Background: an optimization exercise with open tools, aiming at small area, a short achievable clock period and few clock cycles. Do not read the settings as production practice. Function was checked by simulation only, so behaviour that the tests miss may differ from the original. No activity file was given, so power comes from the tool's default toggle rates.

### design/flow/run.sh
#!/bin/bash
# synth_recipe.tcl (not shown) runs the flow's synth.tcl, then flattens the netlist and writes it again
# the make line also repeats each setting of config.mk as NAME=value (left out here)
make -C /OpenROAD-flow-scripts/flow DESIGN_CONFIG=/design/flow/config.mk WORK_HOME=/design/flow/orfs CLKGATE_MAP_FILE= SYNTH_SCRIPT=/design/flow/synth_recipe.tcl finish
### design/flow/config.mk
export PLATFORM = sky130hd
export DESIGN_NAME = ccb
export DESIGN_NICKNAME = ccb
export VERILOG_FILES = /design/flow/design.v
export SDC_FILE = /design/flow/constraint.sdc
export NUM_CORES = 4
export LEC_CHECK = 0
export CAP_MARGIN = 20
export CELL_PAD_IN_SITES_DETAIL_PLACEMENT = 1
export CELL_PAD_IN_SITES_GLOBAL_PLACEMENT = 1
export CORE_MARGIN = 2
export CORE_UTILIZATION = 40
export SETUP_SLACK_MARGIN = 1.0
export SLEW_MARGIN = 20
### design/flow/constraint.sdc
create_clock -name core_clock -period 14.0 [get_ports {clk}]
set_input_delay 2.8000 -clock core_clock [delete_from_list [all_inputs] [get_ports {clk}]]
set_output_delay 2.8000 -clock core_clock [all_outputs]
set_load 0.01 [all_outputs]
### design/flow/design.v
module ccb (
    input  wire         clk,
    input  wire         rst,           
    input  wire         cmd_valid,
    output wire         cmd_ready,
    input  wire [31:0]  cmd_data,
    output reg          rsp_valid,
    output reg  [2:0]   rsp_status,
    output reg  [31:0]  rsp_value,
    input  wire         edge_valid,
    input  wire [31:0]  edge_data,
    input  wire [29:0]  pin_i,
    input  wire [63:0]  time_i,
    output reg          ev_valid,
    output reg          ev_pulse,
    output reg  [2:0]   ev_ch,
    output reg  [15:0]  ev_val,
    output wire [127:0] duty_o,
    output reg  [29:0]  pin_oe,
    output reg  [89:0]  pin_ch,
    output wire         err_o
);
    localparam integer N         = 8;
    localparam [15:0]  WRAP      = 16'd12500;
    localparam [15:0]  FADE_STEP = 16'd1000;
    localparam [63:0]  WINDOW    = 64'd100000;
    localparam [7:0]   PIN_MAX   = 8'd29;
    localparam [4:0] OP_RESET = 5'h01, OP_ISINIT = 5'h02, OP_SETLED = 5'h03,
                     OP_SETSNS = 5'h04, OP_SETPOL = 5'h05, OP_SETPOLL = 5'h06,
                     OP_GETPOLL = 5'h07, OP_STEST = 5'h08, OP_PROCESS = 5'h09,
                     OP_EDGE = 5'h0A, OP_GEDGE = 5'h0B, OP_DRAIN = 5'h0C,
                     OP_RESOLVE = 5'h0D, OP_RETARGET = 5'h0E, OP_TICK = 5'h0F,
                     OP_POLL = 5'h10;
    localparam [2:0] ST_OK = 3'd0, ST_ILLEGAL = 3'd1, ST_RESERVED = 3'd2,
                     ST_BADCH = 3'd3;
    localparam [1:0] S_IDLE = 2'd0, S_OPS = 2'd1, S_EXEC = 2'd2, S_RESP = 2'd3;
    reg  [N-1:0]         pending;
    reg                  poll_en;
    reg                  init;
    reg                  err;
    reg  [N-1:0][7:0]    led_pin;
    reg  [N-1:0][7:0]    sns_pin;
    reg  [N-1:0]         active_low;
    reg  [N-1:0][15:0]   cur;
    reg  [N-1:0][15:0]   tgt;
    reg  [N-1:0]         fading;
    reg  [N-1:0]         door_open;
    reg  [N-1:0][63:0]   last_trig;
    reg  [N-1:0]         ts_valid;
    reg  [N-1:0]         last_raw;
    reg  [N-1:0][15:0]   duty;
    reg  [1:0]   state;
    reg  [31:0]  hdr;           
    reg  [2:0]   status;        
    reg  [1:0]   ops_left;      
    reg  [31:0]  opw0;          
    reg  [31:0]  opw1;          
    reg  [1:0]   ph;            
    reg  [2:0]   ci;            
    reg          half;          
    reg  [N-1:0] drained;       
    wire [4:0] hop = hdr[31:27];
    wire [4:0] hch = hdr[26:22];
    wire       hb  = hdr[21];
    assign cmd_ready = (state == S_IDLE) || (state == S_OPS);
    assign err_o     = err;
    genvar g;
    generate
        for (g = 0; g < N; g = g + 1) begin : g_duty
            assign duty_o[16*g +: 16] = duty[g];
        end
    endgenerate
    function automatic valid_pin(input [7:0] p);
        valid_pin = (p <= PIN_MAX);
    endfunction
    function automatic [31:0] legal_mask(input [4:0] op);
        case (op)
            OP_EDGE, OP_TICK:                 legal_mask = 32'hF83FFFFF;   
            OP_RETARGET, OP_RESOLVE, OP_POLL: legal_mask = 32'hF81FFFFF;   
            OP_SETPOLL:                       legal_mask = 32'hFFDFFFFF;   
            OP_GEDGE:                         legal_mask = 32'hFFFF00F0;   
            default:                          legal_mask = 32'hFFFFFFFF;   
        endcase
    endfunction
    function automatic [1:0] num_ops(input [4:0] op);
        case (op)
            OP_RESOLVE, OP_POLL, OP_SETLED, OP_SETSNS: num_ops = 2'd2;
            OP_SETPOL:                                 num_ops = 2'd1;
            default:                                   num_ops = 2'd0;
        endcase
    endfunction
    function automatic has_channel(input [4:0] op);
        has_channel = (op == OP_EDGE) || (op == OP_TICK) || (op == OP_RETARGET) ||
                      (op == OP_RESOLVE) || (op == OP_POLL);
    endfunction
    function automatic [2:0] hdr_status(input [31:0] w);
        reg [4:0] op;
        begin
            op = w[31:27];
            if (op == 5'h00 || op >= 5'h11)
                hdr_status = ST_ILLEGAL;
            else if ((w & legal_mask(op)) != {op, 27'd0})
                hdr_status = ST_RESERVED;
            else if (has_channel(op) && w[26:22] >= N)
                hdr_status = ST_BADCH;
            else
                hdr_status = ST_OK;
        end
    endfunction
    function automatic [N-1:0] gedge_mask(input [7:0] p);
        integer c;
        begin
            gedge_mask = {N{1'b0}};
            for (c = 0; c < N; c = c + 1)
                if (valid_pin(sns_pin[c]) && sns_pin[c] == p)
                    gedge_mask[c] = 1'b1;
        end
    endfunction
    function automatic [15:0] fade_step(input [15:0] c, input [15:0] t);
        reg [16:0] up;
        reg [16:0] dn;
        begin
            up = {1'b0, c} + {1'b0, FADE_STEP};
            dn = {1'b0, c} - {1'b0, FADE_STEP};
            if (c < t)
                fade_step = (up > {1'b0, t}) ? t : up[15:0];
            else if (c > t)
                fade_step = (dn[16] || dn < {1'b0, t}) ? t : dn[15:0];
            else
                fade_step = c;
        end
    endfunction
    reg [N-1:0] edge_bits;
    always @(*) begin
        edge_bits = {N{1'b0}};
        if (edge_valid && hdr_status(edge_data) == ST_OK) begin
            if (edge_data[31:27] == OP_EDGE)
                edge_bits[edge_data[24:22]] = 1'b1;
            else if (edge_data[31:27] == OP_GEDGE)
                edge_bits = gedge_mask(edge_data[15:8]);
        end
    end
    wire        accept     = cmd_valid && cmd_ready;
    wire [2:0]  new_status = hdr_status(cmd_data);
    wire [4:0]  new_op     = cmd_data[31:27];
    wire        hdr_last   = accept && state == S_IDLE &&
                             (new_status == ST_ILLEGAL || num_ops(new_op) == 2'd0);
    wire        do_drain   = hdr_last && new_status == ST_OK &&
                             (new_op == OP_DRAIN || new_op == OP_PROCESS);
    wire        do_reset   = hdr_last && new_status == ST_OK && new_op == OP_RESET;
    wire        sns_last   = accept && state == S_OPS && ops_left == 2'd1 &&
                             hop == OP_SETSNS && status == ST_OK;
    wire [63:0] sns_word   = {cmd_data, opw0};
    reg         sns_all_ok;
    integer     k;
    always @(*) begin
        sns_all_ok = 1'b1;
        for (k = 0; k < N; k = k + 1)
            if (!valid_pin(sns_word[8*k +: 8])) sns_all_ok = 1'b0;
    end
    wire [2:0] sel = has_channel(hop) ? hch[2:0] : ci;
    wire [15:0] f_next = fade_step(cur[sel], tgt[sel]);
    reg  [2:0]  rc;
    reg         rraw;
    reg  [63:0] rnow;
    wire [63:0] elapsed  = rnow - last_trig[rc];
    wire        reject   = ts_valid[rc] && (elapsed < WINDOW);
    wire        logical  = active_low[rc] ? ~rraw : rraw;
    wire        r_accept = !reject && (logical != door_open[rc]);
    wire [7:0]  rpin     = sns_pin[rc];
    wire        pin_lvl  = pin_i[rpin[4:0]];
    always @(*) begin
        rc   = sel;
        rraw = pin_lvl;
        rnow = time_i;
        if (hop == OP_RESOLVE || hop == OP_POLL) begin
            rraw = hb;
            rnow = {opw1, opw0};
        end
    end
    integer p, c2;
    always @(*) begin
        pin_oe = 30'd0;
        pin_ch = 90'd0;
        for (p = 0; p < 30; p = p + 1)
            for (c2 = N - 1; c2 >= 0; c2 = c2 - 1)
                if (valid_pin(led_pin[c2]) && led_pin[c2] == p) begin
                    pin_oe[p]         = 1'b1;
                    pin_ch[3*p +: 3]  = c2[2:0];
                end
    end
    wire [63:0] led_word = {opw1, opw0};
    reg         led_all_ok;
    integer     j;
    always @(*) begin
        led_all_ok = 1'b1;
        for (j = 0; j < N; j = j + 1)
            if (!valid_pin(led_word[8*j +: 8])) led_all_ok = 1'b0;
    end
    reg sns_all_ok_q;
    always @(posedge clk) begin
        if (rst)           sns_all_ok_q <= 1'b0;
        else if (sns_last) sns_all_ok_q <= sns_all_ok;
    end
    integer c;
    wire last_ch = (ci == N - 1);
    task automatic retarget(input [2:0] ch, input on);
        reg [15:0] t;
        begin
            t = on ? WRAP : 16'd0;
            if (t != tgt[ch]) begin
                tgt[ch]    <= t;
                fading[ch] <= 1'b1;
            end
        end
    endtask
    task automatic emit(input pulse, input [2:0] ch, input [15:0] v);
        begin
            ev_valid <= 1'b1;
            ev_pulse <= pulse;
            ev_ch    <= ch;
            ev_val   <= v;
        end
    endtask
    task automatic respond(input [2:0] st, input [31:0] v);
        begin
            rsp_valid  <= 1'b1;
            rsp_status <= st;
            rsp_value  <= (st == ST_OK) ? v : 32'd0;
            if (st != ST_OK) err <= 1'b1;
            state      <= S_RESP;
        end
    endtask
    task automatic reset_state;
        begin
            pending <= {N{1'b0}};
            poll_en <= 1'b0;
            err     <= 1'b0;
            init    <= 1'b1;    
            for (c = 0; c < N; c = c + 1) begin
                led_pin[c]    <= 8'd10 + c[7:0];
                sns_pin[c]    <= 8'd2 + c[7:0];
                active_low[c] <= 1'b1;
                cur[c]        <= 16'd0;
                tgt[c]        <= 16'd0;
                fading[c]     <= 1'b0;
                door_open[c]  <= 1'b0;
                last_trig[c]  <= 64'd0;
                ts_valid[c]   <= 1'b0;
                last_raw[c]   <= 1'b1;
                duty[c]       <= 16'd0;
            end
        end
    endtask
    always @(posedge clk) begin
        if (rst) begin
            reset_state();
            state      <= S_IDLE;
            hdr        <= 32'd0;
            status     <= ST_OK;
            ops_left   <= 2'd0;
            opw0       <= 32'd0;
            opw1       <= 32'd0;
            ph         <= 2'd0;
            ci         <= 3'd0;
            half       <= 1'b0;
            drained    <= {N{1'b0}};
            rsp_valid  <= 1'b0;
            rsp_status <= 3'd0;
            rsp_value  <= 32'd0;
            ev_valid   <= 1'b0;
            ev_pulse   <= 1'b0;
            ev_ch      <= 3'd0;
            ev_val     <= 16'd0;
        end else begin
            ev_valid  <= 1'b0;
            rsp_valid <= 1'b0;
            if (do_drain) begin
                drained <= pending | edge_bits;
                pending <= {N{1'b0}};
            end else begin
                pending <= pending | edge_bits;
            end
            case (state)
            S_IDLE: if (accept) begin
                hdr      <= cmd_data;
                status   <= new_status;
                ph       <= 2'd0;
                ci       <= 3'd0;
                half     <= 1'b0;
                if (new_status != ST_ILLEGAL && num_ops(new_op) != 2'd0) begin
                    ops_left <= num_ops(new_op);
                    state    <= S_OPS;
                end else if (new_status != ST_OK) begin
                    respond(new_status, 32'd0);
                end else begin
                    if (do_reset) reset_state();
                    state <= S_EXEC;
                end
            end
            S_OPS: if (accept) begin
                ops_left <= ops_left - 2'd1;
                if (ops_left == num_ops(hop)) opw0 <= cmd_data;
                else                          opw1 <= cmd_data;
                if (hop == OP_SETPOL && cmd_data[31:N] != 0 && status == ST_OK)
                    status <= ST_RESERVED;
                if (ops_left == 2'd1) begin
                    if (status != ST_OK || (hop == OP_SETPOL && cmd_data[31:N] != 0)) begin
                        respond(status == ST_OK ? ST_RESERVED : status, 32'd0);
                    end else begin
                        if (sns_last && sns_all_ok) begin
                            for (c = 0; c < N; c = c + 1)
                                if (sns_word[8*c +: 8] != sns_pin[c]) begin
                                    sns_pin[c]   <= sns_word[8*c +: 8];
                                    last_trig[c] <= 64'd0;
                                    ts_valid[c]  <= 1'b0;
                                end
                        end
                        state <= S_EXEC;
                    end
                end
            end
            S_EXEC: begin
                case (hop)
                OP_ISINIT:  respond(ST_OK, {31'd0, init});
                OP_GETPOLL: respond(ST_OK, {31'd0, poll_en});
                OP_SETPOLL: begin
                    poll_en <= hb;
                    respond(ST_OK, 32'd0);
                end
                OP_SETPOL: begin
                    for (c = 0; c < N; c = c + 1) active_low[c] <= opw0[c];
                    respond(ST_OK, 32'd0);
                end
                OP_EDGE: begin
                    pending[sel] <= 1'b1;
                    respond(ST_OK, 32'd0);
                end
                OP_GEDGE: begin
                    pending <= pending | edge_bits | gedge_mask(hdr[15:8]);
                    respond(ST_OK, 32'd0);
                end
                OP_DRAIN: respond(ST_OK, {{(32-N){1'b0}}, drained});
                OP_RETARGET: begin
                    retarget(sel, hb);
                    respond(ST_OK, 32'd0);
                end
                OP_SETSNS: begin
                    respond(ST_OK, {31'd0, sns_all_ok_q});
                end
                OP_RESOLVE: begin
                    if (r_accept) begin
                        last_trig[sel] <= rnow;
                        ts_valid[sel]  <= 1'b1;
                        door_open[sel] <= logical;
                        respond(ST_OK, {30'd0, 1'b1, logical});
                    end else begin
                        respond(ST_OK, 32'd0);
                    end
                end
                OP_POLL: begin
                    last_raw[sel] <= rraw;
                    if (rraw != last_raw[sel] && r_accept) begin
                        last_trig[sel] <= rnow;
                        ts_valid[sel]  <= 1'b1;
                        door_open[sel] <= logical;
                        retarget(sel, logical);
                        respond(ST_OK, {30'd0, 1'b1, logical});
                    end else begin
                        respond(ST_OK, 32'd0);
                    end
                end
                OP_TICK: begin
                    if (fading[sel]) begin
                        cur[sel]  <= f_next;
                        duty[sel] <= f_next;
                        if (f_next == tgt[sel])
                            fading[sel] <= 1'b0;
                        emit(1'b0, sel, f_next);
                    end
                    respond(ST_OK, 32'd0);
                end
                OP_PROCESS: begin
                    ci <= ci + 3'd1;
                    case (ph)
                    2'd0: begin    
                        if (drained[sel] && valid_pin(sns_pin[sel]) && r_accept) begin
                            last_trig[sel] <= rnow;
                            ts_valid[sel]  <= 1'b1;
                            door_open[sel] <= logical;
                            retarget(sel, logical);
                        end
                        if (last_ch) ph <= 2'd1;
                    end
                    2'd1: begin    
                        if (poll_en && valid_pin(sns_pin[sel])) begin
                            last_raw[sel] <= rraw;
                            if (rraw != last_raw[sel] && r_accept) begin
                                last_trig[sel] <= rnow;
                                ts_valid[sel]  <= 1'b1;
                                door_open[sel] <= logical;
                                retarget(sel, logical);
                            end
                        end
                        if (last_ch) ph <= 2'd2;
                    end
                    default: begin    
                        if (fading[sel]) begin
                            cur[sel]  <= f_next;
                            duty[sel] <= f_next;
                            if (f_next == tgt[sel])
                                fading[sel] <= 1'b0;
                            emit(1'b0, sel, f_next);
                        end
                        if (last_ch) respond(ST_OK, 32'd0);
                    end
                    endcase
                end
                OP_RESET: begin
                    if (ph == 2'd0) begin
                        emit(1'b0, sel, 16'd0);
                        ci <= ci + 3'd1;
                        if (last_ch) ph <= 2'd1;
                    end else begin
                        half <= ~half;
                        if (valid_pin(led_pin[sel])) begin
                            if (!half) emit(1'b1, sel, 16'd0);
                            else       emit(1'b0, sel, cur[sel]);
                        end
                        if (half) begin
                            ci <= ci + 3'd1;
                            if (last_ch) respond(ST_OK, {31'd0, init});
                        end
                    end
                end
                OP_STEST: begin
                    half <= ~half;
                    if (valid_pin(led_pin[sel])) begin
                        if (!half) begin
                            emit(1'b0, sel, WRAP);
                        end else begin
                            emit(1'b0, sel, 16'd0);
                            duty[sel] <= 16'd0;
                        end
                    end
                    if (half) begin
                        ci <= ci + 3'd1;
                        if (last_ch) respond(ST_OK, 32'd0);
                    end
                end
                OP_SETLED: begin
                    if (!led_all_ok) begin
                        respond(ST_OK, 32'd0);
                    end else begin
                        if (led_word[8*ci +: 8] != led_pin[sel]) begin
                            half <= ~half;
                            if (!half) begin
                                led_pin[sel] <= led_word[8*ci +: 8];
                                emit(1'b1, sel, 16'd0);
                            end
                        end
                        if (half) begin
                            emit(1'b0, sel, cur[sel]);
                            duty[sel] <= cur[sel];
                            half     <= 1'b0;
                        end
                        if (half || led_word[8*ci +: 8] == led_pin[sel]) begin
                            ci <= ci + 3'd1;
                            if (last_ch) respond(ST_OK, 32'd1);
                        end
                    end
                end
                default: respond(ST_OK, 32'd0);
                endcase
            end
            default: begin    
                state <= S_IDLE;
            end
            endcase
        end
    end
endmodule
==> summary.txt <==
## how the worst min path moves through the flow
stage / start / end / slack (ns)
final: tgt[45]$_SDFFE_PP0P_ / tgt[45]$_SDFFE_PP0P_ / 0.45
after floorplan: tgt[82]$_SDFFE_PP0P_ / tgt[82]$_SDFFE_PP0P_ / 0.42
after global routing: tgt[45]$_SDFFE_PP0P_ / tgt[45]$_SDFFE_PP0P_ / 0.47
after global placement: tgt[39]$_SDFFE_PP0P_ / tgt[39]$_SDFFE_PP0P_ / 0.43
after detailed placement: tgt[45]$_SDFFE_PP0P_ / tgt[45]$_SDFFE_PP0P_ / 0.44
after CTS: tgt[45]$_SDFFE_PP0P_ / tgt[45]$_SDFFE_PP0P_ / 0.45
## registers in the layout (all words and copies together) (netlist names), 3 cells and up
signal      flops
ev_val         16
cur           128
ts_valid        8
ev_ch           3
fading          8
hdr            17
ci              3
active_low      8
rsp_value       8
sns_pin        64
rsp_status      3
opw1           32
drained         8
door_open       8
last_raw        8
opw0           32
led_pin        64
tgt           128
pending         8
last_trig     512
duty          128
## cell type report
class	count	area, sq um	share of cell area, %
antenna	5	12.5	0.0153
clock buffer	210	4220	5.16
clock inverter	50	806	0.985
inverter	165	641	0.783
multi-input combinational	6706	43100	52.7
sequential	1209	24200	29.6
tap	2340	2930	3.58
timing repair buffer	627	5910	7.23
## stage by stage
| step | utilization, % | instances | hold WS, ns | worst slack [ns] | power (mW) |
|---|---|---|---|---|---|
| after global routing | 46.5 | 11308 | 0.468 | 1.22 | 11.8 |
| final | 46.5 | 11312 | 0.448 | 1.78 | 11.5 |
| after global placement | 43.6 | 11043 | 0.431 | 2.38 | 7.38 |
| after detailed placement | 43.6 | 11046 | 0.438 | 2.10 | 7.41 |
| after CTS | 46.5 | 11306 | 0.446 | 2.03 | 11.4 |
| after floorplan | - | 8841 | 0.422 | 4.79 | 5.88 |
## routing by layer
metal,routed length (um),track usage [%],vias up
met2,167000,63.0,3222
met5,70,0,-
met4,23500,22.2,12
li1,-,-,32422
met3,24500,5.80,978
met1,144000,47.6,37695
## cells in the mapped netlist, types with 63 or more instances
cell       number  area [sq um]
and3_1        156           976
o22ai_1        64           400
inv_1         152           571
xor2_1        119          1040
a21oi_1       453          2270
nand3_1       273          1370
ha_1          122          1530
nor4_1         63           394
o21ai_0       367          1840
nand2_1      1269          4760
nor3_1        157           786
mux2i_1       187          1870
nand2b_1      104           651
a21boi_1       70           526
a222oi_1       86           861
xnor2_1       156          1370
clkbuf_1      514          1930
and2_1         63           394
a21o_1         84           631
o2bb2ai_1     264          2310
nand4_1       117           732
a22oi_1       219          1640
a211oi_1      104           781
a31oi_1       131           820
a311oi_1       83           727
a22o_1        216          1890
dfxtp_1      1209         24200
nor2_1        856          3210
buf_2         135           676
## tightest hold or removal path: cells and delay by family (launching register included)
| family | cells | cell delay, ns |
|---|---|---|
| flops | 1 | 0.31 |
| buf+inv | 1 | 0.05 |
| compound gates | 1 | 0.05 |
## logic make-up (layout without fill, tap and decap cells)
family	Yosys count	count (layout)	share of synthesized area (%)
fa+ha+maj	122	122	2.16
compound gates	2685	2685	28.0
buf+inv	926	1052	5.54
mux	268	268	4.93
other cells	1	29	0.00530
simple gates	3329	3329	21.6
flops	1209	1209	34.2
xor+xnor	278	278	3.50
## where the power goes
| group | internal [mW] | total, mW | switching (mW) |
|---|---|---|---|
| combinational | 0.993 | 3.80 | 2.81 |
| clock | 2.37 | 4.03 | 1.66 |
| sequential | 3.50 | 3.65 | 0.150 |
==> summary.txt <==
die area=roughly 180000 sq um; status=complete, no violations; distinct cell type count after synthesis=around 130; Resized Gates After CTS=0; core area=176000 sq um; # hold bufs at CTS=0; Setup TNS Final=0 ns; crit path time final=12.22 ns; final RePlAce weighted congestion=0.962; WS Path Type=register to register; pwr dens=~140 nW/um^2; max-slew violations=0; overall routing resource usage=38.3%; Post-synth EDFFs=0; asr flop ratio synth=0%; leading cell type in the layout, fill and taps excluded=nand2_1; initial antenna violation count=17; clock skew=about 0.06 ns; Root Buffer=clkbuf_16; Die Width=around 420 um; Synth-to-Final Area Change=15.6%; drt wl/cell=31.7 um; NumNets Final=between 9000 and 10000; post-CTS setup buffers=0; unrepaired setup endpoints after global routing=false; Syn Inst Count=8818; initial detailed-routing violation count=7372; total CTS buffers=about 140; clock latency (worst-skew pair)=around 0.84 ns; Max IR drop VDD=0.106 mV; final setup fails=0; ys flop type=dfxtp_1; CTS tree=done; vias in the first global route=74768; crit-path leading delay family=simple AND/OR/NAND/NOR gates; Hold Path Cell Cnt=2; Die Y=425 um; achievable clock frequency=0.0818 GHz; Seq/Total Area, Yosys=34.2%; Avg Inst Size Synth=roughly 8 sq um; number of H-tree levels=4; Max Cap Violations=0; CP peak stage delay=approximately 0.84 ns; leak pwr=between 20 and 30 nW; Req. time, crit path=approximately 15 ns; post-DR vias/cell=between 6 and 7; layout cell share with drive strength beyond 1=7.87%; Yosys reg bits=1209; Slew headroom=20.1%; GRT overflow=0; IO Count=469; Slew @ Worst Pin=1.20 ns; reg2reg start=hdr[27]$_SDFFE_PP0P_; initial core utilization=40.2%; capturing point of the worst reg2reg path=last_trig[450]$_SDFFE_PP0P_; Arr. time, crit path=12.89 ns; DRT Wirelength=359 mm; port bufs=roughly 440; CP max FO=75; DRC=0; Clock transition at path regs=0.06 ns; Crit. path cell count=27; clock sinks=1209; # rows=154; slowest CP cell=nor4_4; r2r worst-path depth=27; via count=74329; Hold WC Path Type=register to register; Reg2Reg Setup Slack=1.78 ns; Buf+Inv Stages, Crit Path=3; Fill cells=20790; CP endpoint kind=register; First-pass DRT Iterations=9; total number of yosys warnings=1; CTS max path bufs=3; Tcrit/Tclk final=87.3%; most frequent cells in the layout=nand2_1, dfxtp_1, nor2_1, a21oi_1, clkdlybuf4s50_1; post-synth design cell area=70700 sq um; nature of the critical path startpoint=register; Final Cell Area=81800 sq um; Critical Path Sink=last_trig[450]$_SDFFE_PP0P_; first-pass GRT wire length=519 mm; hpwl dp=between 200 and 300 mm; largest net degree at the start of global routing=221; Final Hold Fails=0; Final ANT Viol Nets=0; Worst Setup SP=hdr[27]$_SDFFE_PP0P_; dpl cell area=76700 sq um
Testbench counts, summed over its fixed seeds: cycles 110,261.

==> what the ideal ports hide <==
How much do the figures lean on ideal ports? The routed layout below was timed once more, with nothing changed but the port constraints.
Step 1 sets driving cells, clkbuf_16 on the clock port and buf_2 on the other inputs (assumed; they add their load-dependent delay and slew).
Step 2 moves the port delays by t, midway between the first and last clock arrival at a register: inputs arrive t later, outputs are due t later. That takes back most of the time a late clock gives input paths.
a / b / c = ideal / step 1 / step 2; a / b = the first two.
t (ns): 0.898
slack for setup (ns): 1.781 / 1.781 / 1.781
clock arrival spread, ns: 0.061 / 0.060
After both steps this run still meets setup and hold. For this run, drivers alone change the setup slack by 0.000 ns; drivers and shift together by 0.000 ns.
